This design comes from an exercise in tuning for small area, a short achievable clock period and few clock cycles on the open sky130 flow, not from production work.
Only simulation tests tie the RTL to the original design; equivalence was not proved.
No activity file was given, so power comes from the tool's default toggle rates.

[flow/config.mk]
export PLATFORM = sky130hd
export DESIGN_NAME = frame_codec
export DESIGN_NICKNAME = frame_codec
export VERILOG_FILES = /design/flow/design.v
export SDC_FILE = /design/flow/constraint.sdc
export NUM_CORES = 4
export LEC_CHECK = 0
export CAP_MARGIN = 20
export CORE_MARGIN = 2
export CORE_UTILIZATION = 40
export CTS_CLUSTER_DIAMETER = 100
export CTS_CLUSTER_SIZE = 30
export SETUP_SLACK_MARGIN = 2.6
export SLEW_MARGIN = 20
[flow/constraint.sdc]
create_clock -name core_clock -period 5.0 [get_ports {clk}]
set_input_delay 1.0000 -clock core_clock [delete_from_list [all_inputs] [get_ports {clk}]]
set_output_delay 1.0000 -clock core_clock [all_outputs]
set_load 0.01 [all_outputs]
[flow/design.v]
module frame_codec (
    input  wire        clk,
    input  wire        rst,           
    input  wire        tx_start,
    input  wire [16:0] tx_len,
    output wire        tx_busy,
    output reg  [1:0]  tx_status,
    output reg  [2:0]  tx_cause,
    output reg  [16:0] tx_flen,
    output wire        txpay_re,
    output wire [15:0] txpay_addr,
    input  wire [7:0]  txpay_rdata,
    output reg         txfrm_we,
    output reg  [16:0] txfrm_addr,
    output reg  [7:0]  txfrm_wdata,
    input  wire        rx_start,
    input  wire [16:0] rx_len,
    input  wire        rx_mode,       
    output wire        rx_busy,
    output reg  [2:0]  rx_status,
    output reg  [2:0]  rx_cause,
    output wire [16:0] rx_consumed,
    output reg  [3:0]  rx_flags,      
    output reg  [1:0]  rx_payidx,
    output reg  [15:0] rx_paylen,
    output reg  [16:0] rx_fsize,
    output reg         rxbuf_re,
    output reg  [16:0] rxbuf_addr,
    input  wire [7:0]  rxbuf_rdata,
    output reg         rxpay_we,
    output reg  [15:0] rxpay_addr,
    output reg  [7:0]  rxpay_wdata
);
    localparam [1:0] TX_NONE = 2'd0, TX_BUSY = 2'd1, TX_OK = 2'd2, TX_FAULT = 2'd3;
    localparam [2:0] RX_NONE = 3'd0, RX_BUSY = 3'd1, RX_NOFRAME = 3'd2, RX_ACCEPT = 3'd3,
                     RX_DISCARD = 3'd4, RX_FAULT = 3'd5;
    localparam [2:0] C_NONE = 3'd0, C_EMPTY = 3'd1, C_TOO_LONG = 3'd2,
                     C_INVALID_CRC = 3'd3, C_INVALID_TERM = 3'd4;
    function [15:0] crc_upd;
        input [15:0] c;
        input [7:0]  b;
        integer i;
        reg [15:0] r;
        begin
            r = c;
            for (i = 7; i >= 0; i = i - 1) begin
                if (r[15] ^ b[i]) r = {r[14:0], 1'b0} ^ 16'h1021;
                else              r = {r[14:0], 1'b0};
            end
            crc_upd = r;
        end
    endfunction
    localparam [2:0] T_IDLE = 3'd0, T_H1 = 3'd1, T_H2 = 3'd2, T_PAY = 3'd3,
                     T_CRCH = 3'd4, T_CRCL = 3'd5, T_TERM = 3'd6, T_FIN = 3'd7;
    reg [2:0]  tx_st;
    reg        tx_bsy;
    reg        tx_long;
    reg        tx_rd;        
    reg        tx_v1;        
    reg [7:0]  tx_d1;
    reg [15:0] tx_crc;
    wire        tx_fault = (tx_len == 17'd0) || tx_len[16];
    wire [16:0] tx_ainc  = txfrm_addr + 17'd1;
    assign tx_busy    = tx_bsy;
    assign txpay_re   = tx_rd;
    assign txpay_addr = txfrm_addr[15:0];
    always @(posedge clk) begin
        txfrm_addr <= tx_bsy ? tx_ainc : 17'd0;
        tx_d1      <= txpay_rdata;
        tx_v1      <= tx_rd;
        if (tx_v1) tx_crc <= crc_upd(tx_crc, txpay_rdata);
        if (rst) begin
            tx_st     <= T_IDLE;
            tx_bsy    <= 1'b0;
            tx_rd     <= 1'b0;
            tx_v1     <= 1'b0;
            txfrm_we  <= 1'b0;
            tx_status <= TX_NONE;
            tx_cause  <= C_NONE;
            tx_flen   <= 17'd0;
        end else begin
            if (tx_v1) tx_flen[15:0] <= tx_flen[15:0] - 16'd1;
            if (tx_st == T_H1 ? tx_flen[15:0] == 16'd1 : tx_flen[15:0] == 16'd2) tx_rd <= 1'b0;
            case (tx_st)
                T_IDLE: if (tx_start) begin
                    tx_bsy      <= 1'b1;
                    tx_status   <= TX_BUSY;
                    tx_cause    <= (tx_len == 17'd0) ? C_EMPTY : tx_len[16] ? C_TOO_LONG : C_NONE;
                    tx_flen     <= tx_fault ? 17'd0 : {1'b0, tx_len[15:0]};
                    tx_long     <= |tx_len[15:8];
                    tx_crc      <= 16'h0000;
                    txfrm_we    <= !tx_fault;
                    txfrm_wdata <= {7'd1, |tx_len[15:8]};
                    tx_rd       <= !tx_fault;
                    tx_st       <= tx_fault ? T_FIN : T_H1;
                end
                T_H1: begin
                    txfrm_wdata <= tx_long ? tx_flen[15:8] : tx_flen[7:0];
                    tx_st       <= tx_long ? T_H2 : T_PAY;
                end
                T_H2: begin
                    txfrm_wdata <= tx_flen[7:0];
                    tx_st       <= T_PAY;
                end
                T_PAY: begin
                    txfrm_wdata <= tx_long ? tx_d1 : txpay_rdata;
                    if (tx_long ? !tx_v1 : !tx_rd) tx_st <= T_CRCH;
                end
                T_CRCH: begin
                    txfrm_wdata <= tx_crc[15:8];
                    tx_st       <= T_CRCL;
                end
                T_CRCL: begin
                    txfrm_wdata <= tx_crc[7:0];
                    tx_st       <= T_TERM;
                end
                T_TERM: begin
                    txfrm_wdata <= 8'h03;
                    tx_st       <= T_FIN;
                end
                default: begin  
                    tx_bsy    <= 1'b0;
                    txfrm_we  <= 1'b0;
                    tx_status <= txfrm_we ? TX_OK : TX_FAULT;
                    tx_flen   <= txfrm_we ? tx_ainc : 17'd0;
                    tx_st     <= T_IDLE;
                end
            endcase
        end
    end
    reg        rx_bsy;
    reg        rx_m0, rx_m1, rx_ha, rx_hb, rx_hc, rx_sz, rx_dt;
    reg        rx_moder;
    reg [15:0] rx_crc;
    reg        rx_crcz;      
    reg [16:0] rx_cons;      
    reg        rx_consv;     
    assign rx_consumed = rx_consv ? rx_cons : 17'd0;
    assign rx_busy = rx_bsy;
    wire        rx_take   = rx_start && (!rx_len[16] || rx_len[15:0] <= 16'd5);
    wire        rx_m_s    = (rxbuf_rdata == 8'h02);
    wire        rx_m_l    = (rxbuf_rdata == 8'h03);
    wire [15:0] rx_cnt    = rx_cons[15:0];
    wire [15:0] rx_crcn   = crc_upd(rx_crc, rxbuf_rdata);
    wire        rx_cmpl   = (rx_cons >= rx_fsize);
    wire        rx_termok = (rxbuf_rdata == 8'h03);
    task rx_finish;
        input [2:0]  status;
        input [2:0]  cause;
        input        cons;
        begin
            rx_status   <= status;
            rx_cause    <= cause;
            rx_consv    <= cons;
            rxbuf_re    <= 1'b0;
            rx_bsy      <= 1'b0;
        end
    endtask
    always @(posedge clk) begin
        rxbuf_addr  <= rx_bsy ? rxbuf_addr + {16'd0, rxbuf_re} : 17'd0;
        rxpay_addr  <= rxpay_we ? rxpay_addr + 16'd1 : 16'd0;
        rxpay_wdata <= rxbuf_rdata;
        rxpay_we    <= 1'b0;
        rx_m0 <= 1'b0; rx_m1 <= 1'b0; rx_ha <= 1'b0; rx_hb <= 1'b0;
        rx_hc <= 1'b0; rx_sz <= 1'b0; rx_dt <= 1'b0;
        if (rx_sz || (rx_dt && rxbuf_re)) begin
            rx_crc  <= rx_crcn;
            rx_crcz <= (rx_crcn == 16'h0000);
        end
        if (rst) begin
            rx_bsy      <= 1'b0;
            rxbuf_re    <= 1'b0;
            rx_status   <= RX_NONE;
            rx_cause    <= C_NONE;
            rx_consv    <= 1'b0;
            rx_flags    <= 4'd0;
            rx_payidx   <= 2'd0;
            rx_paylen   <= 16'd0;
            rx_fsize    <= 17'd0;
        end else begin
            if (!rx_bsy && rx_take) begin
                rx_bsy      <= 1'b1;
                rx_cons     <= rx_len;
                rx_moder    <= rx_mode;
                rx_fsize    <= 17'd0;
                rx_payidx   <= 2'd0;
                rx_paylen   <= 16'd0;
                rx_flags    <= 4'd0;
                rx_status   <= RX_BUSY;
                rx_cause    <= C_NONE;
                rx_crc      <= 16'h0000;
                rxbuf_re    <= (rx_len != 17'd0);
                rx_m0       <= 1'b1;
            end
            if (rx_m0) begin
                rxbuf_re <= 1'b0;
                if (!rxbuf_re) rx_finish(RX_NOFRAME, C_NONE, 1'b0);
                else           rx_m1 <= 1'b1;
            end
            if (rx_m1) begin
                if (rx_m_s || rx_m_l) rx_payidx <= rx_m_s ? 2'd2 : 2'd3;
                if (!(rx_m_s || rx_m_l) || rx_cons == 17'd1) begin
                    rx_finish(RX_NOFRAME, C_NONE, 1'b0);
                end else begin
                    rxbuf_re <= 1'b1;
                    rx_ha    <= 1'b1;
                end
            end
            if (rx_ha) begin
                if (!(rx_cons > 17'd2)) rxbuf_re <= 1'b0;
                rx_hb <= 1'b1;
            end
            if (rx_hb) begin
                if (!(rx_cons > 17'd3)) rxbuf_re <= 1'b0;
                if (rx_payidx[0]) begin
                    rx_paylen[15:8] <= rxbuf_rdata;
                    if (!rxbuf_re) rx_finish(RX_NOFRAME, C_NONE, 1'b0);
                    else           rx_hc <= 1'b1;
                end else begin
                    rx_paylen[7:0] <= rxbuf_rdata;
                    rx_fsize       <= {9'd0, rxbuf_rdata} + 17'd5;
                    rx_flags[0]    <= 1'b1;
                    rx_sz          <= 1'b1;
                end
            end
            if (rx_hc) begin
                if (!(rx_cons > 17'd4)) rxbuf_re <= 1'b0;
                rx_paylen[7:0] <= rxbuf_rdata;
                rx_fsize       <= {1'b0, rx_paylen[15:8], rxbuf_rdata} + 17'd6;
                rx_flags[0]    <= 1'b1;
                rx_sz          <= 1'b1;
            end
            if (rx_sz) begin
                if (!rx_cmpl) begin
                    rx_finish(RX_NOFRAME, C_NONE, 1'b0);
                end else begin
                    rx_flags[1]       <= 1'b1;
                    rx_cons[15:0]     <= rx_paylen;
                    rxpay_we          <= |rx_paylen;
                    rx_dt             <= 1'b1;
                end
            end
            if (rx_dt) begin
                if (rxbuf_re) begin
                    rxpay_we          <= |rx_cnt[15:1];
                    rx_cons[15:0]     <= rx_cnt - 16'd1;
                    if (rx_cnt == 16'd0) rxbuf_re <= 1'b0;
                    rx_dt             <= 1'b1;
                end else begin
                    rx_cons     <= rx_fsize;
                    rx_flags[2] <= rx_crcz;
                    rx_flags[3] <= rx_termok;
                    if (!rx_crcz) begin
                        if (!rx_moder) rx_finish(RX_DISCARD, C_NONE, 1'b1);
                        else           rx_finish(RX_FAULT, C_INVALID_CRC, 1'b0);
                    end else if (!rx_termok) begin
                        rx_finish(RX_FAULT, C_INVALID_TERM, 1'b0);
                    end else begin
                        rx_finish(RX_ACCEPT, C_NONE, 1'b1);
                    end
                end
            end
        end
    end
endmodule
[flow/flow/run.sh]
#!/bin/bash
# Layout flow: the standard ORFS flow (standard.sh), with every input and
# output port buffered by the smallest buffer, sky130_fd_sc_hd__buf_1, in place
# of the buffer ORFS picks by default. The flow settings come from config.mk
# through config.mk as usual.
set -euo pipefail
bash standard.sh "BUFFER_PORTS_ARGS=-buffer_cell sky130_fd_sc_hd__buf_1" finish > standard_flow.log 2>&1
[flow/standard.sh]
#!/bin/bash
# synth_recipe.tcl (not shown) runs the flow's synth.tcl, then flattens the netlist and writes it again
# the make line also repeats each setting of config.mk as NAME=value (left out here)
make -C /OpenROAD-flow-scripts/flow DESIGN_CONFIG=/design/flow/config.mk WORK_HOME=/design/flow/orfs CLKGATE_MAP_FILE= SYNTH_SCRIPT=/design/flow/synth_recipe.tcl "${@:-finish}"
==> results of run 1 <==
[metal layers]
layer / vias to the layer above / part of all wire
li1: 4982 / -
met1: 4912 / 0.44
met2: 447 / 0.46
met3: 61 / 0.076
met4: 0 / 0.025
met5: - / 0
[worst min-delay path, delay by kind of cell (launching register included)]
kind | cells | cell delay (ps)
AND/OR/NAND/NOR | 1 | 50
AO/OA/AOI/OAI | 1 | 50
flip-flops | 1 | 320
[power groups by stage]
stage | clock network (uW) | logic (uW) | registers (uW)
final | 1160 | 854 | 1980
after global routing | 1240 | 941 | 2000
after CTS | 1190 | 806 | 1980
after detailed placement | 0 | 741 | 2030
after global placement | 0 | 735 | 2030
after floorplan | 0 | 594 | 1970
[cells by family (layout without fill, tap and decap cells)]
| logic type | count (synthesis) | count (layout) | synth area share |
|---|---|---|---|
| AOI/OAI and AO/OA | 278 | 278 | 0.162 |
| xor gates and xnor gates | 130 | 130 | 0.102 |
| adders and majority gates | 33 | 33 | 0.0371 |
| buffers and inverters | 129 | 357 | 0.0526 |
| DFF | 210 | 210 | 0.403 |
| muxes | 35 | 35 | 0.0319 |
| other | 1 | 1 | 0.000337 |
| and+or+nand+nor | 475 | 478 | 0.211 |
[layout make-up]
cell class | instances | area (sq um)
flip-flops and latches | 210 | 4530
multi-input cells | 955 | 6500
inverters | 39 | 149
clock buffers | 14 | 339
fillers | 2672 | 14000
well taps | 378 | 473
repair buffers | 298 | 1520
clock inverters | 6 | 75.1
[flip-flops by register name (all words and copies together) (netlist names), 16 cells and up]
| register | count |
|---|---|
| rx_fsize | 17 |
| tx_crc | 16 |
| txfrm_addr | 17 |
| rx_paylen | 16 |
| rxbuf_addr | 17 |
| rx_cons | 17 |
| rxpay_addr | 16 |
| rx_crc | 16 |
| tx_flen | 17 |
[metrics by stage]
step                      hold WS, ps  cells  power, uW  worst slack (ps)
after floorplan                   438   1291       2570              2380
after global placement            445   1816       2760              1700
after detailed placement          446   1816       2770              1690
after CTS                         461   1874       3980              2580
after global routing              485   1900       4180              2480
final                             458   1900       4000              2560
[path summary, 6_finish.rpt]
kind | from | to | depth (start not counted)
max reg2reg | rx_cons[12] | rx_cons[2] | 10
max | rx_cons[12] | rx_cons[2] | 10
min | rx_payidx[1] | rx_payidx[1] | 2
min reg2reg | rx_payidx[1] | rx_payidx[1] | 2
[layout by cell type (no fill, tap or decap), drive strengths merged, types with 13 or more instances in the layout]
cell    netlist  final
a211oi       27     27
a21oi        94     94
a22oi        28     28
a31oi        17     17
and2         52     52
and3         13     13
buf          37    296
clkbuf       53     16
dfxtp       182    182
edfxtp       28     28
ha           33     33
inv          38     39
mux2i        31     31
nand2        99    101
nand3        31     31
nand4        19     19
nor2        154    155
nor2b        13     13
nor3         27     27
nor4         24     24
o21ai        48     48
or3          13     13
xnor2        69     69
xor2         61     61
[timing repair]
| item | CTS | global route |
|---|---|---|
| buffers inserted | 35 | 22 |
| setup endpoints to repair | 81 | 83 |
| gates cloned | 3 | 4 |
| pin swaps | 8 | 26 |
| resized for setup | 50 | 86 |
==> metrics.md, run 1 <==
| Metric | Value |
|---|---|
| NetSw | 1270 uW |
| Logic gate share of total power | 0.214 |
| IO buf count | 225 |
| CP most frequent cell | buf_4 |
| Crit Path Max Fanout | 4 |
| Post-synthesis cell area | 11100 sq um |
| Clock network power share | 0.290 |
| Number of diodes | 0 |
| Sw Ratio | 0.318 |
| Status | no timing/DRC/antenna violations |
| Post-synth EDFFs | 28 |
| Hold/Removal Path Class | reg2reg |
| Setup crit start kind | flip-flop |
| Core area | 27600 sq um |
| Final Max Tran Viols | 0 |
| Max_cap viols | 0 |
| Post-route core utilization | 0.493 |
| Met3 Usage GRT | 0.0287 |
| Global Route met2 Usage | 0.381 |
| GR peak layer | met2 |
| Die area | around 29000 sq um |
| Post-Syn Instances | approximately 1300 |
| Via density per instance | 5.47 |
| Final setup viols | 0 |
| Worst-Margin Slew | 1170 ps |
| Initial antenna violation count | 0 |
| RSZ-0062 raised after global routing | true |
| Ratio of cells with drive above 1 in the final layout | 0.133 |
| Fin crit period | 2440 ps |
| Most frequent cell after synthesis | dfxtp_1 |
| Skew final | approximately 32 ps |
| Largest net degree at the start of global routing | 52 |
| Fin. Hold Viols | 0 |
| Synth Flop Type | dfxtp_1 |
| Power Dens Cells | 294 nW/um^2 |
| Commonest cells post-synth | dfxtp_1, nor2_1, nand2_1, a21oi_1, xnor2_1 |
| Crit. End Element | flip-flop |
| Routed wire length | 35700 um |
| Clock slew at reported path FFs | 110 ps |
| First-pass DRT Iterations | 8 |
| Final instance area | 13600 sq um |
| VDD IR-drop max | between 0.15 and 0.2 mV |
| Setup TNS | 0 ps |
| Int Pwr | 2730 uW |
| R2R Setup Slk | between 2000 and 3000 ps |
| Clk buf depth | 3 |
| CTS Hold Bufs | 0 |
| # rows | 61 |
| Relative slew slack | 0.220 |
| DIE WIDTH | 171 um |
| Grt met1 use | 0.321 |
| Detailed-route via count | 10400 |
| CP Data Arrival Time | between 2000 and 3000 ps |
| CTS tree | done |
| Synth top area share | 0.327 |
| Post-route DRC | 0 |
| Area Overhead vs Synth | 22.1% |
| Clk Latency, worst-skew pair | 490 ps |
| Grt total ovfl | 0 |
| Async SR Flop Fraction | 0 |
| DP Wirelength | between 20000 and 25000 um |
| All-Layer GR Usage | 0.232 |
| Worst path slowest cell | edfxtp_1 |
| Tcrit/Tclk final | 0.487 |
| Vias in the first global route | 9467 |
| Synth warnings | 1 |
| First-pass GRT wire length | 53700 um |
| Sequential power share | 0.496 |
| Placed Area | between 10000 and 15000 sq um |
| Clock H-tree levels | 1 |
| Drt wl/cell | 18.8 um |
| Antenna violation net count after detailed routing | 0 |
| Maximum clock frequency | ~0.4 GHz |
| Ranking of synthesized cells by area | dfxtp_1, edfxtp_1, xnor2_1 |
| Worst-path cell chain | ha_1, nand2_1, nor4_4, o211ai_1, buf_4, a21oi_4, buf_4, clkbuf_16, a22o_1, a21oi_1 |
| Yosys reg bits | 210 |
| Chip Height | 171 um |
| Top Ports | 227 |
| Library cells used by synthesis | 66 |
| Synthesized area per cell | 8.62 sq um |
| GP Congestion | 0.871 |
| Clk sinks | 210 |
| Slowest stage delay, CP | 450 ps |
| Crit-path leading delay family | compound AO/OA/AOI/OAI gates |
| Initial drt markers | 879 |
| Initial Util | 0.404 |
| Buffers and inverters on the worst path | 3 |
| Synth area leader | dfxtp_1 |
| Final net count | 1604 |
| Synth Net Count | about 1400 |
| Leakage power | 0.00492 uW |
| CP Data Required Time | 5240 ps |
| WS Path Type | reg2reg |
| Seq/Total Area, Yosys | 0.403 |
| Total CTS buffers | 12 |
| Root buf cell | clkbuf_16 |
Testbench counts, summed over its fixed seeds: cycles 43,666.
==> inputs of run 2 (changes only) <==
--- a/flow/design.v
+++ b/flow/design.v
@@ -61,11 +61,11 @@
     reg [15:0] tx_crc;
     wire        tx_fault = (tx_len == 17'd0) || tx_len[16];
     wire [16:0] tx_ainc  = txfrm_addr + 17'd1;
-    assign tx_busy    = tx_bsy;
+    assign tx_busy    = tx_bsy;    
     assign txpay_re   = tx_rd;
     assign txpay_addr = txfrm_addr[15:0];
     always @(posedge clk) begin
-        txfrm_addr <= tx_bsy ? tx_ainc : 17'd0;
+        txfrm_addr <= (tx_st != T_IDLE) ? tx_ainc : 17'd0;
         tx_d1      <= txpay_rdata;
         tx_v1      <= tx_rd;
         if (tx_v1) tx_crc <= crc_upd(tx_crc, txpay_rdata);
@@ -86,15 +86,15 @@
                     tx_bsy      <= 1'b1;
                     tx_status   <= TX_BUSY;
                     tx_cause    <= (tx_len == 17'd0) ? C_EMPTY : tx_len[16] ? C_TOO_LONG : C_NONE;
-                    tx_flen     <= tx_fault ? 17'd0 : {1'b0, tx_len[15:0]};
+                    tx_flen     <= {1'b0, tx_len[15:0]};
                     tx_long     <= |tx_len[15:8];
-                    tx_crc      <= 16'h0000;
                     txfrm_we    <= !tx_fault;
                     txfrm_wdata <= {7'd1, |tx_len[15:8]};
                     tx_rd       <= !tx_fault;
                     tx_st       <= tx_fault ? T_FIN : T_H1;
                 end
                 T_H1: begin
+                    tx_crc      <= 16'h0000;
                     txfrm_wdata <= tx_long ? tx_flen[15:8] : tx_flen[7:0];
                     tx_st       <= tx_long ? T_H2 : T_PAY;
                 end
@@ -178,22 +178,22 @@
             rx_paylen   <= 16'd0;
             rx_fsize    <= 17'd0;
         end else begin
+            if (!rx_bsy) rx_moder <= rx_mode;
             if (!rx_bsy && rx_take) begin
                 rx_bsy      <= 1'b1;
                 rx_cons     <= rx_len;
-                rx_moder    <= rx_mode;
-                rx_fsize    <= 17'd0;
-                rx_payidx   <= 2'd0;
-                rx_paylen   <= 16'd0;
-                rx_flags    <= 4'd0;
                 rx_status   <= RX_BUSY;
-                rx_cause    <= C_NONE;
-                rx_crc      <= 16'h0000;
                 rxbuf_re    <= (rx_len != 17'd0);
                 rx_m0       <= 1'b1;
             end
             if (rx_m0) begin
-                rxbuf_re <= 1'b0;
+                rx_fsize  <= 17'd0;
+                rx_payidx <= 2'd0;
+                rx_paylen <= 16'd0;
+                rx_flags  <= 4'd0;
+                rx_cause  <= C_NONE;
+                rx_crc    <= 16'h0000;
+                rxbuf_re  <= 1'b0;
                 if (!rxbuf_re) rx_finish(RX_NOFRAME, C_NONE, 1'b0);
                 else           rx_m1 <= 1'b1;
             end
@@ -230,12 +230,12 @@
                 rx_flags[0]    <= 1'b1;
                 rx_sz          <= 1'b1;
             end
+            if (rx_sz) rx_cons[15:0] <= rx_paylen;
             if (rx_sz) begin
                 if (!rx_cmpl) begin
                     rx_finish(RX_NOFRAME, C_NONE, 1'b0);
                 end else begin
                     rx_flags[1]       <= 1'b1;
-                    rx_cons[15:0]     <= rx_paylen;
                     rxpay_we          <= |rx_paylen;
                     rx_dt             <= 1'b1;
                 end
--- a/flow/config.mk
+++ b/flow/config.mk
@@ -12,3 +12,4 @@
 export CTS_CLUSTER_SIZE = 30
 export SETUP_SLACK_MARGIN = 2.6
 export SLEW_MARGIN = 20
+export TNS_END_PERCENT = 20
==> metrics.md, run 2 <==
| Metric | Value |
|---|---|
| Multiplexer area fraction after synthesis | 0.0320 (+0.0000380) |
| Yosys reg bits | 210 (unchanged) |
| Final instance area | 12500 sq um (-8.3%) |
| Ranking of synthesized cells by area | dfxtp_1, edfxtp_1, xnor2_1 |
| Clock slew at reported path FFs | 110 ps (about the same) |
| Xor/xnor share of the synthesized area | 0.103 (+0.00116) |
| Vias in the first global route | 9149 (-3.4%) |
| Crit Path Max Fanout | 7 (+3) |
| Die area | 28600 sq um (-1.8%) |
| CTS tree | done |
| DP Cell Count | 1771 (-2.5%) |
| Synthesized area per cell | 8.55 sq um (-0.88%) |
| Seq/Total Area, Yosys | 0.411 (+0.00771) |
| Fin crit period | 2450 ps (+14.0 ps) |
| Combinational family with the most area after synthesis | simple AND/OR/NAND/NOR gates |
| RSZ-0062 raised after global routing | true |
| Compound-Gate Fraction of Synth Area | 0.147 (-0.0152) |
| Leakage power | 0.00433 uW (-12%) |
| Final setup viols | 0 (unchanged) |
| Buffers and inverters on the worst path | 1 (-2) |
| Antenna violation net count after detailed routing | 0 (unchanged) |
| Grt total ovfl | 0 (unchanged) |
| GP Congestion | 0.898 (+3.1%) |
| Initial Util | 0.406 (+0.00240) |
| Post-synth EDFFs | 28 (unchanged) |
| Max_cap viols | 0 (unchanged) |
| Placed Area | 12000 sq um (-1.8%) |
| First-pass DRT Iterations | 5 (-3) |
| Slowest stage delay, CP | 570 ps (+120 ps) |
| Hold Slack | 471 ps (+12.9 ps) |
| Synth warnings | 1 (unchanged) |
| Initial drt markers | 826 (-6.0%) |
| All-Layer GR Usage | 0.222 (-0.00972) |
| Library cells used by synthesis | 65 (-1.5%) |
| Routed wire length | 32400 um (-9.1%) |
| Detailed-route via count | 9809 (-5.7%) |
| Setup crit start kind | flip-flop |
| CP Data Arrival Time | 2790 ps (+110 ps) |
| Largest net degree at the start of global routing | 54 (+3.8%) |
| Drt wl/cell | 18.0 um (-4.1%) |
| Synth area leader | dfxtp_1 |
| Synth Area in Simple Gates | 0.221 (+0.0104) |
| Chip Height | 169 um (-0.92%) |
| Post-route core utilization | 0.464 (-0.0293) |
| Clock H-tree levels | 1 (unchanged) |
| Ratio of cells with drive above 1 in the final layout | 0.0548 (-0.0785) |
| Synth Net Count | 1366 (-0.94%) |
| # rows | 60 (-1.6%) |
| Commonest cells post-synth | dfxtp_1, nor2_1, nand2_1, a21oi_1, xnor2_1 |
| Post-Syn Instances | 1278 (-1.0%) |
| Tcrit/Tclk final | 0.490 (+0.00281) |
| First-pass GRT wire length | 51400 um (-4.4%) |
| Clk sinks | 210 (unchanged) |
| DP Wirelength | 23900 um (-1.4%) |
| Synth top area share | 0.334 (+0.00626) |
| Post-Layout Cell Count | 1801 (-5.2%) |
| Crit. End Element | flip-flop |
| Final Max Tran Viols | 0 (unchanged) |
| Post-route DRC | 0 (unchanged) |
| Worst-Margin Slew | 1060 ps (-109 ps) |
| Final net count | 1543 (-3.8%) |
| WS Path Type | reg2reg |
| Skew final | 17.3 ps (-14.6 ps) |
| CTS Hold Bufs | 0 (unchanged) |
| Commonest non-fill, non-tap cells in the layout | buf_1, dfxtp_1, nor2_1, nand2_1, a21oi_1 |
| Via density per instance | 5.45 (-0.52%) |
| Crit-path leading delay family | simple AND/OR/NAND/NOR gates |
| Power Dens Cells | 308 nW/um^2 (+4.6%) |
| Post-synthesis adder-cell area fraction | 0.0378 (+0.000710) |
| Async SR Flop Fraction | 0 (unchanged) |
| Clk Latency, worst-skew pair | 480 ps (about the same) |
| VDD IR-drop max | 0.269 mV (+48%) |
| IO buf count | 225 (unchanged) |
| DIE WIDTH | 169 um (-0.92%) |
| Initial antenna violation count | 1 (+1) |
| Clk buf depth | 3 (unchanged) |
| Worst-path cell chain | inv_2, ha_1, or4b_2, or4_4, o211ai_1, nand2_2, o21ai_1, o32ai_1 |
| Relative slew slack | 0.291 (+0.0711) |
| Worst path slowest cell | or4b_2 |
| Fin. Hold Viols | 0 (unchanged) |
| Total CTS buffers | 11 (-1) |
| Setup TNS | 0 ps (unchanged) |
| Root buf cell | clkbuf_16 |
| Core area | 26900 sq um (-2.5%) |
| Synth Flop Type | dfxtp_1 |
| CP Data Required Time | 5340 ps (+100 ps) |
| Maximum clock frequency | 0.408 GHz (-0.57%) |
| Area Overhead vs Synth | 14.1% |
| Post-synthesis cell area | 10900 sq um (-1.9%) |
| Top Ports | 227 (unchanged) |
| Status | no timing/DRC/antenna violations |
| Most frequent cell after synthesis | dfxtp_1 |
| Most common cell after layout, fill and taps aside | buf_1 |
| Hold/Removal Path Class | reg2reg |
-- run 2: changes by cell type in the layout (fill, tap and decap cells not counted), sizes merged, moves of 7 or more --
cell	delta
buf	-49
a21oi	-21
nand3	+18
o21ai	+9
nor3	+8
a22o	-7
nor2	-7
-- run 2: report_power, final --
| part | internal (uW) | switching, uW |
|---|---|---|
| combinational | 323 | 466 |
| clock | 477 | 577 |
| sequential | 1840 | 150 |
-- run 2: cell families (layout without fill, tap and decap cells) --
group           count (synthesis)  in the layout
compound gates                254            254
xor+xnor                      129            129
fa+ha+maj                      33             33
buf+inv                       122            303
flops                         210            210
mux                            33             33
other cells                     1              2
simple gates                  496            496
-- run 2: final cells by class --
cell class                      instances  area [sq um]
Sequential cell                       210          4490
Inverter                               38           143
Fill cell                            2741         14400
Tap cell                              341           427
Clock inverter                          3          58.8
Antenna cell                            1          2.50
Clock buffer                           14           287
Multi-Input combinational cell        946          6010
Timing Repair Buffer                  248          1050
-- run 2: final timing paths --
kind              start            to  slack, ps  depth (start not counted)
min reg2reg   rx_crc[9]     rx_crc[9]        470                          2
max reg2reg  rx_cons[1]  rx_status[0]       2550                          8
max          rx_cons[1]  rx_status[0]       2550                          8
min           rx_crc[9]     rx_crc[9]        470                          2
-- run 2: metrics by stage --
| stage | setup slack, ps | power (uW) |
|---|---|---|
| finish | 2550 | 3830 |
| global route | 2380 | 4040 |
| CTS | 2420 | 3880 |
| detailed placement | 1890 | 2800 |
| global placement | 1980 | 2800 |
| floorplan | 2400 | 2570 |
-- run 2: repair_timing --
item / in CTS / in global routing
cloned: 0 / 0
endpoints found under the setup margin: 75 / 74
pin swaps: 6 / 1
buffers inserted: 9 / 3
gates resized for setup: 17 / 5
-- run 2: worst register-to-register path, stage by stage (launching register included) --
cell	delay, ps
edfxtp_1	430
inv_2	140
ha_1	150
or4b_2	570
or4_4	460
o211ai_1	150
nand2_2	160
o21ai_1	140
o32ai_1	120
-- run 2: per-layer routing --
metal / part of all wire / GRT usage
met5: 0 / 0
met4: 0.025 / 0.0624
met3: 0.061 / 0.0329
met2: 0.45 / 0.349
met1: 0.46 / 0.319
Testbench counts of run 2, summed over its fixed seeds: cycles 43,666.
==> inputs of run 3 (changes only) <==
--- a/flow/design.v
+++ b/flow/design.v
@@ -157,7 +157,7 @@
         end
     endtask
     always @(posedge clk) begin
-        rxbuf_addr  <= rx_bsy ? rxbuf_addr + {16'd0, rxbuf_re} : 17'd0;
+        rxbuf_addr  <= rxbuf_re ? rxbuf_addr + 17'd1 : {16'd0, rx_m1};
         rxpay_addr  <= rxpay_we ? rxpay_addr + 16'd1 : 16'd0;
         rxpay_wdata <= rxbuf_rdata;
         rxpay_we    <= 1'b0;
==> metrics.md, run 3 <==
| Metric | Value |
|---|---|
| Total CTS buffers | 12 (+1) |
| DIE WIDTH | 171 um (+0.75%) |
| Library cells used by synthesis | 75 (+15%) |
| Post-route core utilization | 0.466 (+0.00233) |
| Initial antenna violation count | 0 (-1) |
| Crit. End Element | flip-flop |
| Clk buf depth | 3 (unchanged) |
| Core area | 27100 sq um (+0.84%) |
| Max_cap viols | 0 (unchanged) |
| Setup TNS | 0 ps (unchanged) |
| Post-Syn Instances | 1298 (+1.6%) |
| Synth area leader | dfxtp_1 |
| Yosys reg bits | 210 (unchanged) |
| Seq/Total Area, Yosys | 0.404 (-0.00625) |
| Most common cell after layout, fill and taps aside | buf_1 |
| Most frequent cell after synthesis | dfxtp_1 |
| Logic gate share of total power | 0.209 (+0.003) |
| CP Data Arrival Time | 2550 ps (-240 ps) |
| Detailed-route via count | 9997 (+1.9%) |
| # rows | 60 (unchanged) |
| Clk Latency, worst-skew pair | 490 ps (about the same) |
| Initial Util | 0.409 (+0.00286) |
| Die area | 29100 sq um (+1.5%) |
| Worst-Margin Slew | 963 ps (-96.6 ps) |
| Leakage power | 0.00435 uW (+0.47%) |
| Area Overhead vs Synth | 13.9% |
| Post-route DRC | 0 (unchanged) |
| CTS tree | done |
| Grt total ovfl | 0 (unchanged) |
| Final setup viols | 0 (unchanged) |
| Initial drt markers | 960 (+16%) |
| Chip Height | 171 um (+0.75%) |
| Number of diodes | 0 (-1) |
| First-pass DRT Iterations | 5 (unchanged) |
| Hold/Removal Path Class | reg2reg |
| Crit Path Max Fanout | 16 (+9) |
| WS Path Type | in2reg |
| Post-synthesis cell area | 11100 sq um (+1.5%) |
| Sequential power share | 0.503 (-0.016) |
| Routed wire length | 32300 um (-0.19%) |
| Int Pwr | 2700 uW (+2.1%) |
| Root buf cell | clkbuf_16 |
| Skew final | 18.2 ps (+0.928 ps) |
| Drt wl/cell | 17.6 um (-2.3%) |
| Tcrit/Tclk final | 0.484 (-0.00539) |
| Clk sinks | 210 (unchanged) |
| Ratio of cells with drive above 1 in the final layout | 0.0422 (-0.0126) |
| RSZ-0062 raised after global routing | true |
| Hold Slack | 468 ps (-2.57 ps) |
| Power Dens Cells | 315 nW/um^2 (+2.3%) |
| Commonest non-fill, non-tap cells in the layout | buf_1, dfxtp_1, nor2_1, nand2_1, xnor2_1 |
| Synthesized area per cell | 8.54 sq um (about the same) |
| Top Ports | 227 (unchanged) |
| Synth Net Count | 1385 (+1.4%) |
| First-pass GRT wire length | 50400 um (-1.9%) |
| IO buf count | 225 (unchanged) |
| All-Layer GR Usage | 0.216 (-0.00681) |
| Via density per instance | 5.43 (-0.24%) |
| DP Wirelength | 23800 um (-0.33%) |
| Antenna violation net count after detailed routing | 0 (unchanged) |
| Commonest cells post-synth | dfxtp_1, nor2_1, nand2_1, a21oi_1, xnor2_1 |
| NetSw | 1280 uW (+7.2%) |
| Async SR Flop Fraction | 0 (unchanged) |
| Clock network power share | 0.288 (+0.013) |
| Post-synth EDFFs | 28 (unchanged) |
| Clock slew at reported path FFs | 100 ps (about the same) |
| Final net count | 1549 (+0.39%) |
| Setup crit start kind | input port |
| Synth Flop Type | dfxtp_1 |
| Fin. Hold Viols | 0 (unchanged) |
| R2R Setup Slk | 2640 ps (+90 ps) |
| Status | no timing/DRC/antenna violations |
| Synth top area share | 0.329 (-0.00508) |
| GP Congestion | 0.876 (-2.4%) |
| CTS Hold Bufs | 0 (unchanged) |
| CP Data Required Time | 5130 ps (-210 ps) |
| Final Max Tran Viols | 0 (unchanged) |
| Largest net degree at the start of global routing | 50 (-7.4%) |
| Vias in the first global route | 9113 (-0.39%) |
| Maximum clock frequency | 0.413 GHz (+1.1%) |
| Clock H-tree levels | 1 (unchanged) |
| VDD IR-drop max | 0.361 mV (+34%) |
| Fin crit period | 2420 ps (-27.0 ps) |
| Ranking of synthesized cells by area | dfxtp_1, edfxtp_1, xnor2_1 |
| Synth warnings | 1 (unchanged) |
| Sw Ratio | 0.322 (+0.0107) |
| Relative slew slack | 0.358 (+0.0663) |
## run 3: cell count changes in the layout (fill, tap and decap cells not counted), sizes merged, moves of 8 or more
cell   previous run  this run
inv              39        48
or4              11         2
xor2             62        50
buf             247       237
nor2            148       133
xnor2            67        75
nand2           103       114
o21ai            57        43
nor2b            18        26
and2             56        45
## run 3: cell type report
cell class	instances	area [sq um]
clock buffer	15	333
sequential	210	4490
multi-input combinational	952	6100
inverter	45	169
fill	2721	14500
tap	372	465
clock inverter	5	72.6
timing repair buffer	241	998
## run 3: power groups by stage
stage | registers (uW) | clock network [uW] | logic [uW]
after global routing | 2020 | 1250 | 916
after CTS | 2000 | 1180 | 822
after global placement | 2030 | 0 | 812
after floorplan | 2000 | 0 | 611
final | 2000 | 1150 | 831
after detailed placement | 2040 | 0 | 817
## run 3: timing repair
item / in CTS / in global routing
buffers inserted: 0 / 3
endpoints found under the setup margin: 37 / 71
gates resized for setup: 2 / 11
cloned: 0 / 1
## run 3: cell families after synthesis
family	share of synthesized area
XOR/XNOR	0.0987
multiplexers	0.0284
AO/OA/AOI/OAI	0.150
other	0.000338
buffers and inverters	0.0522
adder cells (fa/ha/maj)	0.0361
AND/OR/NAND/NOR	0.230
flip-flops	0.404
## run 3: metrics by stage
step | setup slack, ps | cell area [sq um] | power [uW] | cells
2_1_floorplan | 2590 | 11100 | 2610 | 1298
6_report | 2580 | 12600 | 3970 | 1840
4_1_cts | 2440 | 12500 | 4000 | 1836
5_1_grt | 2480 | 12600 | 4180 | 1840
3_5_place_dp | 2040 | 12100 | 2850 | 1816
3_3_place_gp | 2100 | 12100 | 2840 | 1816
## run 3: critical path, stage by stage
cell and delay [ps]:
buf_1 90, nor4_2 450, and4_1 330, a21oi_2 130
a21oi_4 540
## run 3: metal layers
metal  routed length [um]  GRT usage
met1                14500      0.299
met2                14500      0.346
met3                 2600     0.0384
met4                  706     0.0550
met5                    0          0
## run 3: worst paths after layout
path	startpoint	to	depth (start not counted)
max	rx_len[14]	rx_cons[4]	5
min	tx_flen[16]	tx_flen[16]	2
max reg2reg	tx_long	txfrm_wdata[0]	5
min reg2reg	tx_flen[16]	tx_flen[16]	2
Testbench counts of run 3, summed over its fixed seeds: cycles 43,666.
==> inputs of run 4 (changes only) <==
--- a/flow/design.v
+++ b/flow/design.v
@@ -132,10 +132,9 @@
     reg        rx_m0, rx_m1, rx_ha, rx_hb, rx_hc, rx_sz, rx_dt;
     reg        rx_moder;
     reg [15:0] rx_crc;
-    reg        rx_crcz;      
     reg [16:0] rx_cons;      
     reg        rx_consv;     
-    assign rx_consumed = rx_consv ? rx_cons : 17'd0;
+    assign rx_consumed = rx_consv ? rx_fsize : 17'd0;
     assign rx_busy = rx_bsy;
     wire        rx_take   = rx_start && (!rx_len[16] || rx_len[15:0] <= 16'd5);
     wire        rx_m_s    = (rxbuf_rdata == 8'h02);
@@ -144,6 +143,9 @@
     wire [15:0] rx_crcn   = crc_upd(rx_crc, rxbuf_rdata);
     wire        rx_cmpl   = (rx_cons >= rx_fsize);
     wire        rx_termok = (rxbuf_rdata == 8'h03);
+    wire        rx_crcz   = (rx_crc == 16'h0000);
+    wire [16:0] rx_fscur  = {1'b0, rx_payidx[0] ? rx_paylen[15:8] : 8'd0, rxbuf_rdata} +
+                            (rx_payidx[0] ? 17'd6 : 17'd5);
     task rx_finish;
         input [2:0]  status;
         input [2:0]  cause;
@@ -163,10 +165,7 @@
         rxpay_we    <= 1'b0;
         rx_m0 <= 1'b0; rx_m1 <= 1'b0; rx_ha <= 1'b0; rx_hb <= 1'b0;
         rx_hc <= 1'b0; rx_sz <= 1'b0; rx_dt <= 1'b0;
-        if (rx_sz || (rx_dt && rxbuf_re)) begin
-            rx_crc  <= rx_crcn;
-            rx_crcz <= (rx_crcn == 16'h0000);
-        end
+        if (rx_sz || (rx_dt && rxbuf_re)) rx_crc <= rx_crcn;
         if (rst) begin
             rx_bsy      <= 1'b0;
             rxbuf_re    <= 1'b0;
@@ -178,10 +177,12 @@
             rx_paylen   <= 16'd0;
             rx_fsize    <= 17'd0;
         end else begin
-            if (!rx_bsy) rx_moder <= rx_mode;
+            if (!rx_bsy) begin
+                rx_moder <= rx_mode;
+                rx_cons  <= rx_len;
+            end
             if (!rx_bsy && rx_take) begin
                 rx_bsy      <= 1'b1;
-                rx_cons     <= rx_len;
                 rx_status   <= RX_BUSY;
                 rxbuf_re    <= (rx_len != 17'd0);
                 rx_m0       <= 1'b1;
@@ -218,7 +219,7 @@
                     else           rx_hc <= 1'b1;
                 end else begin
                     rx_paylen[7:0] <= rxbuf_rdata;
-                    rx_fsize       <= {9'd0, rxbuf_rdata} + 17'd5;
+                    rx_fsize       <= rx_fscur;
                     rx_flags[0]    <= 1'b1;
                     rx_sz          <= 1'b1;
                 end
@@ -226,7 +227,7 @@
             if (rx_hc) begin
                 if (!(rx_cons > 17'd4)) rxbuf_re <= 1'b0;
                 rx_paylen[7:0] <= rxbuf_rdata;
-                rx_fsize       <= {1'b0, rx_paylen[15:8], rxbuf_rdata} + 17'd6;
+                rx_fsize       <= rx_fscur;
                 rx_flags[0]    <= 1'b1;
                 rx_sz          <= 1'b1;
             end
@@ -247,7 +248,6 @@
                     if (rx_cnt == 16'd0) rxbuf_re <= 1'b0;
                     rx_dt             <= 1'b1;
                 end else begin
-                    rx_cons     <= rx_fsize;
                     rx_flags[2] <= rx_crcz;
                     rx_flags[3] <= rx_termok;
                     if (!rx_crcz) begin
--- a/flow/config.mk
+++ b/flow/config.mk
@@ -10,6 +10,6 @@
 export CORE_UTILIZATION = 40
 export CTS_CLUSTER_DIAMETER = 100
 export CTS_CLUSTER_SIZE = 30
-export SETUP_SLACK_MARGIN = 2.6
+export SETUP_SLACK_MARGIN = 2.7
 export SLEW_MARGIN = 20
 export TNS_END_PERCENT = 20
==> metrics.md, run 4 <==
| Metric | Value |
|---|---|
| GP Congestion | 0.868 (-0.87%) |
| Synth area leader | dfxtp_1 |
| Post-route DRC | 0 (unchanged) |
| Commonest non-fill, non-tap cells in the layout | buf_1, dfxtp_1, nand2_1, nor2_1, xnor2_1 |
| Commonest cells post-synth | dfxtp_1, nand2_1, nor2_1, xnor2_1, a21oi_1 |
| Fin. Hold Viols | 0 (unchanged) |
| Ranking of synthesized cells by area | dfxtp_1, edfxtp_1, xnor2_1 |
| Final instance area | 12200 sq um (-3.8%) |
| GR peak layer | met2 |
| Post-synthesis cell area | 10700 sq um (-3.4%) |
| Clk buf depth | 3 (unchanged) |
| All-Layer GR Usage | 0.217 (+0.00116) |
| First-pass GRT wire length | 49600 um (-1.7%) |
| Library cells used by synthesis | 68 (-9.3%) |
| Placed Area | 11700 sq um (-3.4%) |
| Top Ports | 227 (unchanged) |
| Maximum clock frequency | 0.430 GHz (+4.1%) |
| Synth warnings | 1 (unchanged) |
| CTS tree | done |
| Setup crit start kind | flip-flop |
| RSZ-0062 raised after global routing | true |
| VDD IR-drop max | 0.258 mV (-29%) |
| Post-synth EDFFs | 27 (-3.6%) |
| Core area | 26200 sq um (-3.3%) |
| Chip Height | 168 um (-1.7%) |
| Seq/Total Area, Yosys | 0.416 (+0.0114) |
| Synth Flop Type | dfxtp_1 |
| Met3 Usage GRT | 0.0314 (-0.00696) |
| CP Data Required Time | 4000 ps (-1130 ps) |
| IO buf count | 225 (unchanged) |
| Largest net degree at the start of global routing | 45 (-10%) |
| Max_cap viols | 0 (unchanged) |
| DIE WIDTH | 168 um (-1.7%) |
| Grt met1 use | 0.315 (+0.0161) |
| Via density per instance | 5.45 (+0.27%) |
| Final setup viols | 0 (unchanged) |
| Fin worst setup slack | 2670 ps (+94.3 ps) |
| Crit Path Max Fanout | 3 (-13) |
| Most common cell after layout, fill and taps aside | buf_1 |
| Drt wl/cell | 17.9 um (+1.7%) |
| Post-Syn Instances | 1239 (-4.5%) |
| Final net count | 1495 (-3.5%) |
| Setup TNS | 0 ps (unchanged) |
| Clk sinks | 209 (-0.48%) |
| Tcrit/Tclk final | 0.466 (-0.0189) |
| Clk Latency, worst-skew pair | 480 ps (about the same) |
| Synth top area share | 0.340 (+0.0115) |
| Clock slew at reported path FFs | 120 ps (+20 ps) |
| Synthesized area per cell | 8.65 sq um (+1.2%) |
| Ratio of cells with drive above 1 in the final layout | 0.0481 (+0.00589) |
| Yosys reg bits | 209 (-0.48%) |
| CP Data Arrival Time | 1330 ps (-1220 ps) |
| First-pass DRT Iterations | 5 (unchanged) |
| Power Dens Cells | 328 nW/um^2 (+4.3%) |
| Antenna violation net count after detailed routing | 0 (unchanged) |
| Relative slew slack | 0.395 (+0.0378) |
| Post-Layout Cell Count | 1748 (-5.0%) |
| Status | no timing/DRC/antenna violations |
| Routed wire length | 31200 um (-3.4%) |
| Crit. End Element | output port |
| Area Overhead vs Synth | 13.5% |
| Total CTS buffers | 11 (-1) |
| Die area | 28100 sq um (-3.3%) |
| Global Route met2 Usage | 0.341 (-0.00509) |
| Worst-Margin Slew | 907 ps (-55.7 ps) |
| Grt total ovfl | 0 (unchanged) |
| WS Path Type | reg2out |
| Final Max Tran Viols | 0 (unchanged) |
| Pre-CTS setup slack | 1980 ps (-61.2 ps) |
| Async SR Flop Fraction | 0 (unchanged) |
| DP Cell Count | 1729 (-4.8%) |
| Clock H-tree levels | 1 (unchanged) |
| Root buf cell | clkbuf_16 |
| Detailed-route via count | 9523 (-4.7%) |
| Hold/Removal Path Class | reg2reg |
| # rows | 59 (-1.7%) |
| Leakage power | 0.00426 uW (-2.1%) |
| Skew final | 21.2 ps (+2.99 ps) |
| Synth Net Count | 1325 (-4.3%) |
| Vias in the first global route | 8788 (-3.6%) |
| Initial antenna violation count | 0 (unchanged) |
| Fin crit period | 2330 ps (-94.3 ps) |
| Initial drt markers | 782 (-19%) |
| Initial Util | 0.409 (about the same) |
| Number of diodes | 0 (unchanged) |
| Most frequent cell after synthesis | dfxtp_1 |
| DP Wirelength | 23000 um (-3.7%) |
-- run 4: cell types whose count changed after synthesis, sizes merged, moves of 9 or more --
cell    previous run  this run
nor4              25        34
nand2            114       135
a21oi             75        66
a22oi             17         3
nor2b             26        14
nor2             133       121
o21ai             43        64
mux2i             27        40
a211oi            24        15
-- run 4: cells by family after synthesis --
logic type,synth area share
XOR/XNOR,0.105
multiplexers,0.0395
AO/OA/AOI/OAI,0.134
AND/OR/NAND/NOR,0.219
adder cells (fa/ha/maj),0.0369
buffers and inverters,0.0492
flip-flops,0.416
other,0.000350
-- run 4: power by group --
group / total (uW) / internal, uW / switching, uW
Sequential: 2050 / 1850 / 197
Combinational: 877 / 373 / 504
Clock: 1060 / 475 / 585
Total: 3990 / 2700 / 1290
-- run 4: timing repair --
action	4_1_cts	5_1_grt
buffers inserted	1	0
gates resized for setup	7	16
hold buffers	0	0
pin swaps	0	2
endpoints found under the setup margin	63	98
-- run 4: path summary, 6_finish.rpt --
path / depth (start not counted) / end / slack [ps] / startpoint
max: 3 / rx_consumed[8] / 2670 / rx_fsize[8]
min: 2 / tx_cause[0] / 460 / tx_cause[0]
max reg2reg: 6 / rx_cause[1] / 2720 / rx_cons[16]
min reg2reg: 2 / tx_cause[0] / 460 / tx_cause[0]
-- run 4: cell type report --
cell class              instances  area, sq um
fillers                      2640        14000
multi-input cells             908         5810
flip-flops and latches        209         4460
repair buffers                239          953
well taps                     335          419
clock buffers                  13          283
inverters                      40          159
clock inverters                 4         67.6
-- run 4: metal layers --
layer / up-vias / part of all wire / routed length (um)
met5: - / 0 / 0
met4: 0 / 0.016 / 503
met3: 34 / 0.063 / 1960
met2: 360 / 0.45 / 14100
met1: 4480 / 0.47 / 14700
li1: 4649 / - / -
-- run 4: through the flow --
stage	util	hold WS (ps)	power, uW
floorplan	-	456	2690
finish	0.464	464	3990
global placement	0.447	447	2940
global route	0.464	496	4200
CTS	0.462	468	4010
detailed placement	0.448	448	2950
-- run 4: worst max-delay path, stage by stage, from the launching register on --
cell     delay (ps)
dfxtp_1         400
inv_1           130
nor2_1          150
buf_1           170
Testbench counts of run 4, summed over its fixed seeds: cycles 43,666.
==> inputs of run 5 (changes only) <==
--- a/flow/config.mk
+++ b/flow/config.mk
@@ -9,7 +9,7 @@
 export CORE_MARGIN = 2
 export CORE_UTILIZATION = 40
 export CTS_CLUSTER_DIAMETER = 100
-export CTS_CLUSTER_SIZE = 30
+export CTS_CLUSTER_SIZE = 24
 export SETUP_SLACK_MARGIN = 2.7
 export SLEW_MARGIN = 20
 export TNS_END_PERCENT = 20
==> metrics.md, run 5 <==
| Metric | Value |
|---|---|
| Status | no timing/DRC/antenna violations |
| Clock network power share | 0.273 (+0.007) |
| Most frequent cell after synthesis | dfxtp_1 |
| Clk buf depth | 3 (unchanged) |
| Commonest non-fill, non-tap cells in the layout | buf_1, dfxtp_1, nand2_1, nor2_1, xnor2_1 |
| Synth Net Count | 1325 (unchanged) |
| First-pass DRT Iterations | 5 (unchanged) |
| Sequential power share | 0.509 (-0.005) |
| CTS tree | done |
| Worst-Margin Slew | 889 ps (-17.5 ps) |
| Setup crit start kind | input port |
| CP Data Required Time | 5370 ps (+1370 ps) |
| Synth top area share | 0.340 (unchanged) |
| Sw Ratio | 0.316 (-0.00626) |
| Relative slew slack | 0.407 (+0.0116) |
| Skew final | 17.1 ps (-4.11 ps) |
| Post-synthesis adder-cell area fraction | 0.0369 (unchanged) |
| Total CTS buffers | 12 (+1) |
| DP Cell Count | 1729 (unchanged) |
| Commonest cells post-synth | dfxtp_1, nand2_1, nor2_1, xnor2_1, a21oi_1 |
| Vias in the first global route | 8802 (+0.16%) |
| WS Path Type | in2reg |
| Final Max Tran Viols | 0 (unchanged) |
| Hold/Removal Path Class | reg2reg |
| Clk sinks | 209 (unchanged) |
| All-Layer GR Usage | 0.217 (+0.000304) |
| Fill cells | 2643 (+0.11%) |
| Most common cell after layout, fill and taps aside | buf_1 |
| Core area | 26200 sq um (unchanged) |
| First-pass GRT wire length | 49600 um (about the same) |
| Clock H-tree levels | 1 (unchanged) |
| Via density per instance | 5.46 (+0.30%) |
| Tcrit/Tclk final | 0.471 (+0.00494) |
| Chip Height | 168 um (unchanged) |
| Xor/xnor share of the synthesized area | 0.105 (unchanged) |
| IO buf count | 225 (unchanged) |
| Post-synth EDFFs | 27 (unchanged) |
| Ratio of cells with drive above 1 in the final layout | 0.0467 (-0.00145) |
| Leakage power | 0.00427 uW (+0.27%) |
| Grt total ovfl | 0 (unchanged) |
| Synthesized area per cell | 8.65 sq um (unchanged) |
| Library cells used by synthesis | 68 (unchanged) |
| Yosys reg bits | 209 (unchanged) |
| Post-Layout Cell Count | 1749 (+0.057%) |
| Final setup viols | 0 (unchanged) |
| Post-synthesis cell area | 10700 sq um (unchanged) |
| Initial antenna violation count | 0 (unchanged) |
| Routed wire length | 31200 um (about the same) |
| Seq/Total Area, Yosys | 0.416 (unchanged) |
| Fin. Hold Viols | 0 (unchanged) |
| # rows | 59 (unchanged) |
| Post-route DRC | 0 (unchanged) |
| VDD IR-drop max | 0.286 mV (+11%) |
| GP Congestion | 0.868 (unchanged) |
| Initial drt markers | 882 (+13%) |
| Detailed-route via count | 9557 (+0.36%) |
| Clk Latency, worst-skew pair | 480 ps (about the same) |
| Int Pwr | 2750 uW (+1.8%) |
| Post-Syn Instances | 1239 (unchanged) |
| Initial Util | 0.409 (unchanged) |
| NetSw | 1270 uW (-1.0%) |
| Hold Slack | 465 ps (+0.754 ps) |
| Multiplexer area fraction after synthesis | 0.0395 (unchanged) |
| Area Overhead vs Synth | 13.7% |
| Root buf cell | clkbuf_16 |
| DIE WIDTH | 168 um (unchanged) |
| Ranking of synthesized cells by area | dfxtp_1, edfxtp_1, xnor2_1 |
| CTS Hold Bufs | 0 (unchanged) |
| RSZ-0062 raised after global routing | true |
| Clock slew at reported path FFs | 100 ps (-20 ps) |
| Crit Path Max Fanout | 5 (+2) |
| Die area | 28100 sq um (unchanged) |
| Logic gate share of total power | 0.217 (-0.003) |
| Async SR Flop Fraction | 0 (unchanged) |
| Antenna violation net count after detailed routing | 0 (unchanged) |
| Drt wl/cell | 17.8 um (-0.16%) |
| Maximum clock frequency | 0.425 GHz (-1.0%) |
| Combinational family with the most area after synthesis | simple AND/OR/NAND/NOR gates |
| Fin crit period | 2350 ps (+24.7 ps) |
| Top Ports | 227 (unchanged) |
| Synth Flop Type | dfxtp_1 |
| CP Data Arrival Time | 2730 ps (+1400 ps) |
| Synth area leader | dfxtp_1 |
| Setup TNS | 0 ps (unchanged) |
| Crit. End Element | flip-flop |
| Number of diodes | 0 (unchanged) |
| DP Wirelength | 23000 um (unchanged) |
| Synth warnings | 1 (unchanged) |
| Max_cap viols | 0 (unchanged) |
| Power Dens Cells | 330 nW/um^2 (+0.69%) |
| Largest net degree at the start of global routing | 45 (unchanged) |
| Compound-Gate Fraction of Synth Area | 0.134 (unchanged) |
| Synth Area in Simple Gates | 0.219 (unchanged) |
| Final net count | 1496 (+0.067%) |
==> run 5: what timing repair did <==
action	in CTS	in global routing
endpoints found under the setup margin	65	100
pin swaps	0	2
hold endpoints to repair	0	0
gates resized for setup	5	16
setup buffers	1	0
==> run 5: worst max-delay path, stage by stage <==
cell	delay, ps
buf_1	80
nor4_1	540
nand4_1	290
o21ai_1	380
a21boi_0	150
o31a_1	290
==> run 5: metrics by stage <==
stage               power (uW)  utilization  area, sq um  worst slack (ps)
floorplan                 2690            -        10700              2600
global placement          2940        0.447        11700              1980
detailed placement        2950        0.448        11700              1980
CTS                       4050        0.463        12100              2460
global route              4250        0.465        12200              2550
finish                    4020        0.465        12200              2650
==> run 5: worst paths after layout <==
kind / cells after the start / from / slack [ps] / end
min: 2 / tx_cause[0] / 460 / tx_cause[0]
max reg2reg: 6 / rx_cons[13] / 2730 / rx_cause[1]
min reg2reg: 2 / tx_cause[0] / 460 / tx_cause[0]
max: 6 / rx_len[14] / 2650 / rx_status[1]
==> run 5: cell families (layout without fill, tap and decap cells) <==
family,Yosys count,in the layout
adders and majority gates,31,31
AOI/OAI and AO/OA,227,227
buffers and inverters,122,297
and+or+nand+nor,479,479
DFF,209,209
muxes,42,42
xor gates and xnor gates,128,128
other,1,1
==> run 5: area by class of cell <==
class | instances | area [sq um] | share of cell area
tap | 335 | 419 | 0.0344
timing repair buffer | 239 | 953 | 0.0783
sequential | 209 | 4460 | 0.366
multi-input combinational | 908 | 5810 | 0.477
clock buffer | 18 | 375 | 0.0308
inverter | 40 | 159 | 0.0130
==> run 5: per-layer routing <==
metal  routed length, um  vias up  global-route usage
met3                2010       29              0.0307
met5                   0        -                   0
met1               14800     4519               0.316
met2               14000      358               0.339
li1                    -     4651                   -
met4                 420        0              0.0526
==> run 5: power groups by stage <==
| stage | registers [uW] | clock network, uW | logic [uW] |
|---|---|---|---|
| global route | 2070 | 1190 | 980 |
| global placement | 2090 | 0 | 853 |
| floorplan | 2030 | 0 | 665 |
| CTS | 2050 | 1130 | 870 |
| finish | 2050 | 1100 | 874 |
| detailed placement | 2080 | 0 | 866 |
==> inputs of run 6 (changes only) <==
--- a/flow/design.v
+++ b/flow/design.v
@@ -128,8 +128,10 @@
             endcase
         end
     end
-    reg        rx_bsy;
+    reg        rx_bsy;       
+    reg        rx_idle;
     reg        rx_m0, rx_m1, rx_ha, rx_hb, rx_hc, rx_sz, rx_dt;
+    reg        rx_nf;        
     reg        rx_moder;
     reg [15:0] rx_crc;
     reg [16:0] rx_cons;      
@@ -156,18 +158,20 @@
             rx_consv    <= cons;
             rxbuf_re    <= 1'b0;
             rx_bsy      <= 1'b0;
+            rx_idle     <= 1'b1;
         end
     endtask
     always @(posedge clk) begin
-        rxbuf_addr  <= rxbuf_re ? rxbuf_addr + 17'd1 : {16'd0, rx_m1};
-        rxpay_addr  <= rxpay_we ? rxpay_addr + 16'd1 : 16'd0;
+        rxbuf_addr  <= rx_idle ? 17'd0 : (rx_m0 || rx_m1) ? 17'd1 : rxbuf_addr + 17'd1;
+        rxpay_addr  <= rx_sz ? 16'd0 : rxpay_addr + 16'd1;
         rxpay_wdata <= rxbuf_rdata;
         rxpay_we    <= 1'b0;
         rx_m0 <= 1'b0; rx_m1 <= 1'b0; rx_ha <= 1'b0; rx_hb <= 1'b0;
-        rx_hc <= 1'b0; rx_sz <= 1'b0; rx_dt <= 1'b0;
+        rx_hc <= 1'b0; rx_sz <= 1'b0; rx_dt <= 1'b0; rx_nf <= 1'b0;
         if (rx_sz || (rx_dt && rxbuf_re)) rx_crc <= rx_crcn;
         if (rst) begin
             rx_bsy      <= 1'b0;
+            rx_idle     <= 1'b1;
             rxbuf_re    <= 1'b0;
             rx_status   <= RX_NONE;
             rx_cause    <= C_NONE;
@@ -177,12 +181,13 @@
             rx_paylen   <= 16'd0;
             rx_fsize    <= 17'd0;
         end else begin
-            if (!rx_bsy) begin
+            if (rx_idle) begin
                 rx_moder <= rx_mode;
                 rx_cons  <= rx_len;
             end
-            if (!rx_bsy && rx_take) begin
+            if (rx_idle && rx_take) begin
                 rx_bsy      <= 1'b1;
+                rx_idle     <= 1'b0;
                 rx_status   <= RX_BUSY;
                 rxbuf_re    <= (rx_len != 17'd0);
                 rx_m0       <= 1'b1;
@@ -233,14 +238,13 @@
             end
             if (rx_sz) rx_cons[15:0] <= rx_paylen;
             if (rx_sz) begin
-                if (!rx_cmpl) begin
-                    rx_finish(RX_NOFRAME, C_NONE, 1'b0);
-                end else begin
-                    rx_flags[1]       <= 1'b1;
-                    rxpay_we          <= |rx_paylen;
-                    rx_dt             <= 1'b1;
-                end
-            end
+                rx_flags[1] <= rx_cmpl;
+                rxbuf_re    <= rx_cmpl;
+                rxpay_we    <= rx_cmpl && (|rx_paylen);
+                rx_dt       <= rx_cmpl;
+                rx_nf       <= !rx_cmpl;
+            end
+            if (rx_nf) rx_finish(RX_NOFRAME, C_NONE, 1'b0);
             if (rx_dt) begin
                 if (rxbuf_re) begin
                     rxpay_we          <= |rx_cnt[15:1];
--- a/flow/config.mk
+++ b/flow/config.mk
@@ -9,7 +9,7 @@
 export CORE_MARGIN = 2
 export CORE_UTILIZATION = 40
 export CTS_CLUSTER_DIAMETER = 100
-export CTS_CLUSTER_SIZE = 24
+export CTS_CLUSTER_SIZE = 30
 export SETUP_SLACK_MARGIN = 2.7
 export SLEW_MARGIN = 20
 export TNS_END_PERCENT = 20
==> metrics.md, run 6 <==
| Metric | Value |
|---|---|
| Post-route DRC | 0 (unchanged) |
| Chip Height | 168 um (+0.13%) |
| All-Layer GR Usage | 0.215 (-0.00193) |
| Hold/Removal Path Class | reg2reg |
| Synth Net Count | 1333 (+0.60%) |
| Post-Syn Instances | 1247 (+0.65%) |
| Clk sinks | 211 (+0.96%) |
| Ranking of synthesized cells by area | dfxtp_1, edfxtp_1, xnor2_1 |
| Vias in the first global route | 8668 (-1.5%) |
| First-pass GRT wire length | 49100 um (-0.93%) |
| Initial antenna violation count | 0 (unchanged) |
| Worst r2r dst | rx_cause[2] |
| R2R Setup Slk | 2720 ps (about the same) |
| IO buf count | 225 (unchanged) |
| Top Ports | 227 (unchanged) |
| Synth top area share | 0.343 (+0.00282) |
| Core area | 26200 sq um (unchanged) |
| Sequential power share | 0.504 (-0.005) |
| Number of diodes | 0 (unchanged) |
| Reg2reg start | rx_cons[11] |
| Initial drt markers | 709 (-20%) |
| DP Wirelength | 23200 um (+0.99%) |
| Most common cell after layout, fill and taps aside | buf_1 |
| Final Max Tran Viols | 0 (unchanged) |
| NetSw | 1370 uW (+7.3%) |
| Fill cells | 2561 (-3.1%) |
| Synth Flop Type | dfxtp_1 |
| Routed wire length | 31700 um (+1.5%) |
| Max_cap viols | 0 (unchanged) |
| Crit. End Element | output port |
| Crit-path leading delay family | flip-flops |
| First-pass DRT Iterations | 5 (unchanged) |
| Clock network power share | 0.254 (-0.019) |
| Slowest stage delay, CP | 630 ps (+90 ps) |
| Largest net degree at the start of global routing | 55 (+22%) |
| Root buf cell | clkbuf_16 |
| CP Data Arrival Time | 1340 ps (-1390 ps) |
| Worst-Margin Slew | 1000 ps (+114 ps) |
| Die area | 28200 sq um (+0.26%) |
| Grt total ovfl | 0 (unchanged) |
| Area occupied by multi-input gates | 5840 sq um (+0.49%) |
| Synthesized area per cell | 8.61 sq um (-0.37%) |
| Post-synthesis cell area | 10700 sq um (+0.27%) |
| Detailed-route via count | 9526 (-0.32%) |
| Status | no timing/DRC/antenna violations |
| Library cells used by synthesis | 63 (-7.4%) |
| Clock slew at reported path FFs | 100 ps (about the same) |
| Synth warnings | 1 (unchanged) |
| WS Path Type | reg2out |
| Yosys reg bits | 211 (+0.96%) |
| Power Dens Cells | 341 nW/um^2 (+3.1%) |
| Worst path slowest cell | dfxtp_1 |
| Most frequent cell after synthesis | dfxtp_1 |
| Relative slew slack | 0.331 (-0.0762) |
| RSZ-0062 raised after global routing | true |
| # rows | 59 (unchanged) |
| Fin crit period | 2340 ps (-12.0 ps) |
| Total CTS buffers | 11 (-1) |
| Tcrit/Tclk final | 0.468 (-0.00240) |
| Crit Path Max Fanout | 13 (+8) |
| Worst-path cell chain | buf_1 |
| Clk Latency, worst-skew pair | 480 ps (about the same) |
| Fin. Hold Viols | 0 (unchanged) |
| Ratio of cells with drive above 1 in the final layout | 0.0647 (+0.0180) |
| WHS Endpoint | rx_flags[1] |
| Seq/Total Area, Yosys | 0.418 (+0.00261) |
| R2R cell count | 6 (unchanged) |
| CTS Hold Bufs | 0 (unchanged) |
| Cell count along the critical path | 1 (-5) |
| Setup crit start kind | flip-flop |
| Commonest cells post-synth | dfxtp_1, nor2_1, nand2_1, a21oi_1, xnor2_1 |
| Tot Pwr | 4220 uW (+4.7%) |
| Post-synth EDFFs | 27 (unchanged) |
| Setup TNS | 0 ps (unchanged) |
| Sw Ratio | 0.324 (+0.00784) |
| Clk buf depth | 3 (unchanged) |
| Commonest non-fill, non-tap cells in the layout | buf_1, dfxtp_1, nor2_1, nand2_1, a21oi_1 |
| DIE WIDTH | 168 um (+0.13%) |
| Maximum clock frequency | 0.427 GHz (+0.51%) |
| Logic gate share of total power | 0.242 (+0.025) |
| Initial Util | 0.410 (+0.00110) |
| CTS tree | done |
| Final setup viols | 0 (unchanged) |
| Hold path startpoint | rx_flags[1] |
| Final net count | 1520 (+1.6%) |
| Hold Path Cell Cnt | 2 (unchanged) |
| Clock H-tree levels | 1 (unchanged) |
| Drt wl/cell | 17.9 um (+0.16%) |
| Async SR Flop Fraction | 0 (unchanged) |
| Reg area | 4500 sq um (+0.87%) |
| CP Data Required Time | 4000 ps (-1370 ps) |
| Area Overhead vs Synth | 15.2% |
| Leakage power | 0.00445 uW (+4.3%) |
| GP Congestion | 0.854 (-1.6%) |
| Antenna violation net count after detailed routing | 0 (unchanged) |
| VDD IR-drop max | 0.192 mV (-33%) |
| Via density per instance | 5.37 (-1.7%) |
| Buffers and inverters on the worst path | 1 (unchanged) |
| Synth area leader | dfxtp_1 |
| Int Pwr | 2850 uW (+3.5%) |
| Skew final | 26.4 ps (+9.28 ps) |
==> run 6: cell types whose count changed in the layout (fill, tap and decap cells not counted), sizes merged, moves of 10 or more <==
cell	before	now
nor2	121	155
buf	236	257
nand2	135	116
and2	39	22
a21oi	66	76
a22oi	3	13
==> run 6: cell type report <==
class                   instances  share of cell area
multi-input cells             914               0.472
flip-flops and latches        211               0.364
repair buffers                260              0.0902
well taps                     335              0.0339
clock buffers                  15              0.0260
inverters                      36              0.0112
clock inverters                 2             0.00283
==> run 6: worst max-delay path by stage <==
stage                        start           end  slack [ps]
floorplan           rxbuf_rdata[4]  rx_status[0]        2510
global placement    rxbuf_rdata[5]  rx_status[0]        2000
detailed placement  rxbuf_rdata[0]  rx_fsize[12]        1980
CTS                     rx_cons[5]   rx_cons[14]        2620
global route          rx_paylen[8]  rx_paylen[8]        2580
finish                    rxbuf_re      rxbuf_re        2660
==> run 6: power by group through the flow <==
stage / clock, uW / sequential, uW / combinational, uW
6_report: 1070 / 2120 / 1020
5_1_grt: 1160 / 2150 / 1140
4_1_cts: 1110 / 2130 / 999
3_5_place_dp: 0 / 2160 / 990
3_3_place_gp: 0 / 2160 / 981
2_1_floorplan: 0 / 2150 / 715
==> run 6: kinds of logic (layout without fill, tap and decap cells) <==
| kind of cell | after synthesis | in the layout | synth area share |
|---|---|---|---|
| AND/OR/NAND/NOR | 474 | 474 | 0.214 |
| buffers and inverters | 122 | 313 | 0.0495 |
| multiplexers | 44 | 44 | 0.0415 |
| flip-flops | 211 | 211 | 0.418 |
| other | 1 | 1 | 0.000349 |
| XOR/XNOR | 125 | 125 | 0.102 |
| AO/OA/AOI/OAI | 239 | 239 | 0.137 |
| adder cells (fa/ha/maj) | 31 | 31 | 0.0368 |
==> run 6: per-layer routing <==
| layer | part of all wire | vias up | global-route usage | routed length, um |
|---|---|---|---|---|
| li1 | - | 4718 | - | - |
| met1 | 0.48 | 4496 | 0.318 | 15300 |
| met4 | 0.021 | 0 | 0.0518 | 650 |
| met2 | 0.43 | 277 | 0.324 | 13600 |
| met5 | 0 | - | 0 | 0 |
| met3 | 0.067 | 35 | 0.0393 | 2130 |
==> run 6: through the flow <==
stage	cell area, sq um	util	hold slack, ps	setup WS (ps)	cells
after floorplan	10800	-	406	2510	1247
after global placement	11700	0.448	431	2000	1733
after detailed placement	11700	0.448	428	1980	1733
after CTS	12100	0.463	469	2620	1750
after global routing	12400	0.472	489	2580	1773
final	12400	0.472	470	2660	1773
==> run 6: repair_timing <==
item                                    in CTS  in global routing
endpoints found under the setup margin      73                 63
pin swaps                                    0                  6
gates resized for setup                     10                 17
setup buffers                                0                 23
Testbench counts of run 6, summed over its fixed seeds: cycles 43,689.

## re-timing with driven ports
In the flow no input, the clock included, has a driving cell. The finished layouts below were timed again as built, in two steps.
Step 1 assumes that a clkbuf_16 drives the clock port and a buf_2 every other input.
Step 2 also shifts input and output timing later by t, the mid clock arrival at the registers, as if the neighbouring blocks saw the same clock.
Slacks: ideal ports / drivers / drivers and shift; pairs: ideal ports / drivers.
| run | t, ns | setup WS [ns] |
|---|---|---|
| run 1 | 0.526 | 2.565 / 2.562 / 2.085 |
| run 2 | 0.520 | 2.551 / 2.502 / 2.123 |
| run 3 | 0.522 | 2.578 / 2.555 / 2.079 |
| run 4 | 0.519 | 2.672 / 2.625 / 2.222 |
| run 5 | 0.522 | 2.647 / 2.626 / 2.150 |
| run 6 | 0.520 | 2.659 / 2.609 / 2.228 |
After both steps every run listed still meets setup and hold.
